This design comes from an exercise in tuning for small area, a short achievable clock period and few clock cycles on the open sky130 flow, not from production work.
No activity file was given, so power comes from the tool's default toggle rates.

Setup of run 4:
Design bdd_deframer, start of the top module:
module bdd_deframer (
    input  wire        clk,
    input  wire        rst,
    input  wire        in_valid,
    input  wire [7:0]  in_data,
    output wire        in_ready,
    output wire        out_valid,
    output wire [7:0]  out_data,
    input  wire        out_ready,
    output wire        chunk_done,
    output reg         locked,
    output reg         sel,
    output reg  [15:0] frame_count,
    output reg  [15:0] fcs_err_count,
    output reg  [15:0] in_byte_count,
    output reg  [15:0] out_byte_count
);
Size: ~940 flip-flops, ~0.042 mm2 of cells after synthesis.
clock: 10.0 ns
lec_check: 0
cap_margin: 20
core_margin: 2
core_utilization: 40
setup_slack_margin: 5
slew_margin: 20
run.sh (not shown) runs the stock make flow with config.mk's settings and CLKGATE_MAP_FILE= SYNTH_SCRIPT=/design/flow/synth_recipe.tcl, a recipe that flattens the netlist after the stock synthesis.
Setup changes, run 4 to run 5
--- a/flow/design.v
+++ b/flow/design.v
@@ -310,21 +310,21 @@
     always @(posedge clk) begin
         if (rst_r) stall <= 1'b0;
         else     stall <= stall_n;
     end
     reg  in_rdy;
     always @(posedge clk)
         in_rdy <= (rst_r || !stall_n) && !rst;
     wire adv   = !stall;
     reg  [5:0] byte_idx;
     reg  [1:0] phase;
-    reg        r_v, r_first, r_last, r_eval;
+    reg        r_v, r_first, r_last, r_eval, r_clr0, r_clr1;
     reg  [7:0] r_byte;
     assign in_ready = in_rdy;
     wire take   = in_valid && in_ready;
     wire [15:0] bidx_inc = add16({10'd0, byte_idx}, 16'd0, 1'b1);
     always @(posedge clk) begin
         if (rst_r) begin
             byte_idx <= 6'd0;
             phase    <= 2'd0;
             r_v      <= 1'b0;
         end else if (adv) begin
@@ -338,26 +338,28 @@
                 end
             end
         end
     end
     always @(posedge clk) begin
         if (adv) begin
             r_byte  <= in_data;
             r_first <= (byte_idx == 6'd0);
             r_last  <= (byte_idx == CHUNK_SIZE - 1);
             r_eval  <= (phase == 2'd0);
+            r_clr0  <= (phase == 2'd0) && (byte_idx == 6'd0) &&  sel;
+            r_clr1  <= (phase == 2'd0) && (byte_idx == 6'd0) && !sel;
         end
     end
     reg  q_v, q_first, q_last, q_eval;      
     reg  p_v, p_first, p_last, p_eval;      
-    wire clr0  = r_eval && r_first &&  sel;
-    wire clr1  = r_eval && r_first && !sel;
+    wire clr0  = r_clr0;
+    wire clr1  = r_clr1;
     wire step0 = p_v && (p_eval || !sel);
     wire step1 = p_v && (p_eval ||  sel);
     wire       good0, good1, ce0, ce1, gr0, gr1;
     wire [1:0] nev0, nev1;
     wire [4:0] len0, len1;
     wire [7:0] rd0, rd1;
     bdd_dec #(.MAX_FRAME(MAX_FRAME), .MIN_FRAME(MIN_FRAME)) u_dec0 (
         .clk(clk), .rst(rst_r), .adv(adv),
         .a_v(r_v), .b_v(q_v), .clr(clr0), .bits(r_byte),
         .step(step0), .commit(!sel), .good(good0), .ce(ce0), .nev(nev0), .good_raw(gr0), .len(len0),
@@ -395,23 +397,37 @@
     wire [4:0] len_sel  = sel ? len1  : len0;
     reg  [7:0] d_prev;
     reg  [8:0] d_tot;
     reg  [1:0] pn1, pn0;
     reg        pg0, pg1;
     wire [2:0] fe_a = {1'b0, pn1} + {2'b00, pg0};      
     wire [2:0] fe_b = {1'b0, pn0} + {2'b00, pg1};
     wire [2:0] pend = fe_a - fe_b;                      
     reg        sw_cyc, d_fix;
     wire [15:0] d_app = add16({{7{d_tot[8]}}, d_tot}, {{13{pend[2]}}, pend}, 1'b0);
-    wire       d_neg  = d_app[8];
-    wire       d_zero = (d_app[8:0] == 9'd0);
-    wire do_switch = sw_cyc && (sel ? (!d_neg && !d_zero) : d_neg);
+    function slt9;                        
+        input [8:0] a;
+        input [8:0] b;
+        begin
+            slt9 = (a[8] != b[8]) ? a[8] : (a[7:0] < b[7:0]);
+        end
+    endfunction
+    wire [6:0] lt_k, gt_k;                
+    genvar gk;
+    generate
+        for (gk = 0; gk < 7; gk = gk + 1) begin : g_k
+            assign lt_k[gk] = slt9(d_tot, gk - 3);
+            assign gt_k[gk] = slt9(gk - 3, d_tot);
+        end
+    endgenerate
+    wire [2:0] mp_i = 3'd3 - pend;        
+    wire do_switch = sw_cyc && (sel ? gt_k[mp_i] : lt_k[mp_i]);
     wire [15:0] d_cur = add16({{7{d_tot[8]}}, d_tot}, {8'hFF, ~d_prev}, 1'b1);    
     always @(posedge clk) begin
         if (rst_r) begin
             sel    <= 1'b0;
             d_prev <= 8'd0;
             d_tot  <= 9'd0;
             pn1    <= 2'd0;
             pn0    <= 2'd0;
             pg0    <= 1'b0;
             pg1    <= 1'b0;
Notes after the runs:
- Sequential cell area essentially unchanged between run 5 and run 4.
- [run 5 vs run 4] maximum number of pins on one net before global-route repair: lower in run 5
- | vertical extent of the die | run 4 vs run 5 | ≈ equal |
- Run 5 vs. run 4: synthesis-stage register bit count did not really move, post-route total power went down, met3 usage in global routing went down, post-synthesis to final-layout area growth went up.
- In the metrics for run 5 and run 4, the one carrying the lower non-clock buffer count is run 5.
- Cmp run 5 vs run 4: final worst setup slack higher in run 5
Function was not checked in any run of this note: the RTL went through the layout flow alone.

[static timing again, ports no longer ideal]
In the flow no input, the clock included, has a driving cell. The finished layouts below were timed again as built, in two steps.
Step 1, drivers: a clkbuf_16 drives clk and a buf_2 each remaining input, both assumed.
Step 2 moves the port delays by t, midway between the first and last clock arrival at a register: inputs arrive t later, outputs are due t later. That takes back most of the time a late clock gives input paths.
Slacks: ideal / step 1 / step 2; pairs: ideal / step 1.
| run | shift t [ns] | setup WS [ns] | worst data-port slew with drivers (ns) |
|---|---|---|---|
| run 4 | 0.723 | 5.552 / 5.491 / 5.829 | 0.04 |
| run 5 | 0.730 | 5.835 / 5.767 / 6.169 | 0.04 |
After both steps setup and hold are still met in every run listed.
